Background: an optimization exercise with open tools, aiming at small area. Do not read the settings as production practice.
Function was checked by simulation only, so behaviour that the tests miss may differ from the original.
Power and IR drop assume default switching activity.

Setup of lane 1:
## sht1x_engine
module sht1x_engine (
    input  wire        clk,
    input  wire        rst,           
    input  wire        req_valid,
    input  wire [15:0] req_word,
    output wire        busy,
    output reg         done,
    output wire [2:0]  rsp_err,
    output wire [15:0] rsp_val,
    output wire        ev_valid,
    output wire [1:0]  ev_kind,
    output wire        ev_pin,
    output wire        ev_val,
    output wire [1:0]  ev_sleep,
    input  wire        ev_ready,
    input  wire        data_in
);
    localparam OP_REVB    = 8'h01, OP_CRCLUT = 8'h02, OP_CRCINIT = 8'h03,
               OP_CRCUPD  = 8'h04, OP_CRCOUT = 8'h05;
    localparam OP_TSTART  = 8'h10, OP_TRESET = 8'h11, OP_SENDB   = 8'h12,
               OP_GETB    = 8'h13, OP_SACK   = 8'h14, OP_SKIPACK = 8'h15;
    localparam OP_SRREAD  = 8'h20, OP_SRWRITE = 8'h21, OP_SRRESET = 8'h22,
               OP_INIT    = 8'h23, OP_SETHTR  = 8'h24, OP_SETOTP  = 8'h25,
               OP_SETRES  = 8'h26, OP_RELEASE = 8'h27, OP_RDREG   = 8'h28;
    localparam OP_SENDCMD = 8'h30, OP_SENDCMDM = 8'h31, OP_AWAIT  = 8'h32,
               OP_RDMEAS  = 8'h33, OP_SOFTRST  = 8'h34, OP_MEAST  = 8'h35,
               OP_MEASRH  = 8'h36;
    localparam W_TEMP = 8'h03, W_HUMI = 8'h05, W_RDSR = 8'h07,
               W_WRSR = 8'h06, W_SRST = 8'h1E, W_NOP  = 8'h00;
    localparam E_NONE = 3'd0, E_ACK = 3'd1, E_FRAME = 3'd2, E_TIMEOUT = 3'd3,
               E_CRC  = 3'd4, E_UNKNOWN = 3'd5, E_NOSESSION = 3'd6,
               E_ILLEGAL = 3'd7;
    localparam C_TSTART = 4'b1000,    
               C_TRESET = 4'b1001, C_SENDB = 4'b1010, C_GETB = 4'b1011,
  ...
Size: about 730 cells after synthesis, ~85 flip-flops, ~49 I/O pins, ~5700 µm² of cells after synthesis.
export LEC_CHECK = 0
export CAP_MARGIN = 20
export CORE_MARGIN = 2
export CORE_UTILIZATION = 40
export GPL_TIMING_DRIVEN = 0
export PLACE_DENSITY = 0.6
export SLEW_MARGIN = 20
create_clock -name core_clock -period 10.0 [get_ports {clk}]
standard.sh (not shown) runs the stock make flow with config.mk's settings and CLKGATE_MAP_FILE= SYNTH_SCRIPT=/design/flow/synth_recipe.tcl, a recipe that flattens the netlist after the stock synthesis.
==> flow/flow/run.sh <==
#!/bin/bash
# Layout flow: the standard ORFS flow (standard.sh) with these changes:
#  - the ABC script that maps the combinational logic in synthesis is an
#    area-oriented one (flow/abc_area_map.script) instead of ORFS's
#    delay-oriented abc_speed.script. Registers are mapped before ABC runs,
#    so they are exactly the standard synthesis's registers.
#  - every input and output port still gets its own buffer, but a small one
#    (buf_1) instead of the clkdlybuf4s50_1 buffer_ports picks by default.
#  - clock tree: small clock buffers, sinks clustered in groups of at most
#    8, and no dummy loads (the clock still reaches every register through
#    the buffered tree; no register's clock is delayed on purpose).
set -euo pipefail
here=$(pwd)
rm -rf "$here/scripts"
cp -r "$FLOW_HOME/scripts" "$here/scripts"
cp "$here/flow/abc_area_map.script" "$here/scripts/abc_speed.script"
bash standard.sh "SCRIPTS_DIR=$here/scripts" \
    "BUFFER_PORTS_ARGS=-buffer_cell sky130_fd_sc_hd__buf_1" \
    "CTS_ARGS=-sink_clustering_enable -repair_clock_nets -dont_use_dummy_load -buf_list {sky130_fd_sc_hd__clkbuf_16} -sink_clustering_size 100 -sink_clustering_max_diameter 500" \
    finish > "$here/flow_make.log" 2>&1
==> flow/flow/abc_area_map.script <==
strash
ifraig
scorr
dc2
dc2
strash
&get -n
&deepsyn -T 60
&dch -f
&nf -R 1000 -p -C 32
&put
Changes in lane 2 relative to lane 1:
diff --git a/flow/flow/run.sh b/flow/flow/run.sh
--- a/flow/flow/run.sh
+++ b/flow/flow/run.sh
@@ -17,4 +17,4 @@
 bash standard.sh "SCRIPTS_DIR=$here/scripts" \
     "BUFFER_PORTS_ARGS=-buffer_cell sky130_fd_sc_hd__buf_1" \
-    "CTS_ARGS=-sink_clustering_enable -repair_clock_nets -dont_use_dummy_load -buf_list {sky130_fd_sc_hd__clkbuf_16} -sink_clustering_size 100 -sink_clustering_max_diameter 500" \
+    "CTS_ARGS=-sink_clustering_enable -repair_clock_nets -dont_use_dummy_load -buf_list {sky130_fd_sc_hd__clkbuf_4 sky130_fd_sc_hd__clkbuf_8} -sink_clustering_size 8" \
     finish > "$here/flow_make.log" 2>&1
--- outcome ---
Compared with lane 1, lane 2 shows wire length on met3 that has gone up by a few percent. Lane 2 vs lane 1, final critical-path required period went down by 27 ps. When lane 2 is measured against lane 1, its via count turns out about 1.3% higher. From lane 1 to lane 2, initial cell density of the core did not move at all. Per the comparison of lane 2 with lane 1, power now smaller, met1 wire length lower, hold-critical path depth now sits at about the same level, clock network power share decreased by 4.7 points relative to the old numbers, reported leakage power now smaller.
> inputs changed (lane 2 -> lane 3)
Settings: PLACE_DENSITY now 0.75, was 0.6; CORE_UTILIZATION now 60, was 40.
==> flow/flow/abc_area_map.script <==
strash
ifraig
scorr
dc2
dc2
strash
&get -n
&deepsyn -T 240
&dch -f
&nf -R 1000 -p -C 32
&put
## What came out
Against lane 2, the final cell area of lane 3 is lower.
Lane 3 vs lane 2 — area added between synthesis and finish dropped 1.7 points.
Share of post-route cells with drive strength above 1 for lane 3 is lower than for lane 2.
Looking at overall global routing resource usage, lane 3 sits above lane 2.
Lane 3 drops more vias than lane 2.
The capturing element of the worst setup path comes out rs[0]$_SDFFE_PP1P_ in one run and einfo[7]$_SDFFE_PP0P_ in the other, namely in lane 3 and lane 2 respectively.
The standard cell with the maximum stage delay on the critical path comes out sky130_fd_sc_hd__buf_1 in one run and sky130_fd_sc_hd__nor3b_1 in the other, namely in lane 3 and lane 2 respectively.
Looking at share of synthesized area occupied by flip-flops and latches, lane 3 sits above lane 2.

[separate check: timing with driven ports]
How much do the figures lean on ideal ports? The routed layouts below were timed once more, with nothing changed but the port constraints. Step 1, drivers: a clkbuf_16 drives clk and a buf_2 each remaining input, both assumed. Step 2 adds t to the input delays and takes it off the output delays; t is the mean of the earliest and latest rising clock arrival at the registers after step 1. Input paths then give back, and output paths get back, about the clock's delay inside the block. Three values: ideal, step 1, step 2; two values: the first two.
run	t, ns	setup WS [ns]	worst setup path at the end	clock arrival spread, ns	cell pins on the clock port's net
lane 1	0.389	2.380 / 2.397 / 2.008	input to register	0.012 / 0.012	1
lane 2	0.411	2.407 / 2.423 / 2.012	input to register	0.021 / 0.021	1
lane 3	0.396	2.695 / 2.706 / 2.310	input to register	0.032 / 0.032	1
After both steps every run listed still meets setup and hold. For lane 2, which loses most, drivers alone change the setup slack by +0.016 ns; drivers and shift together by -0.395 ns.
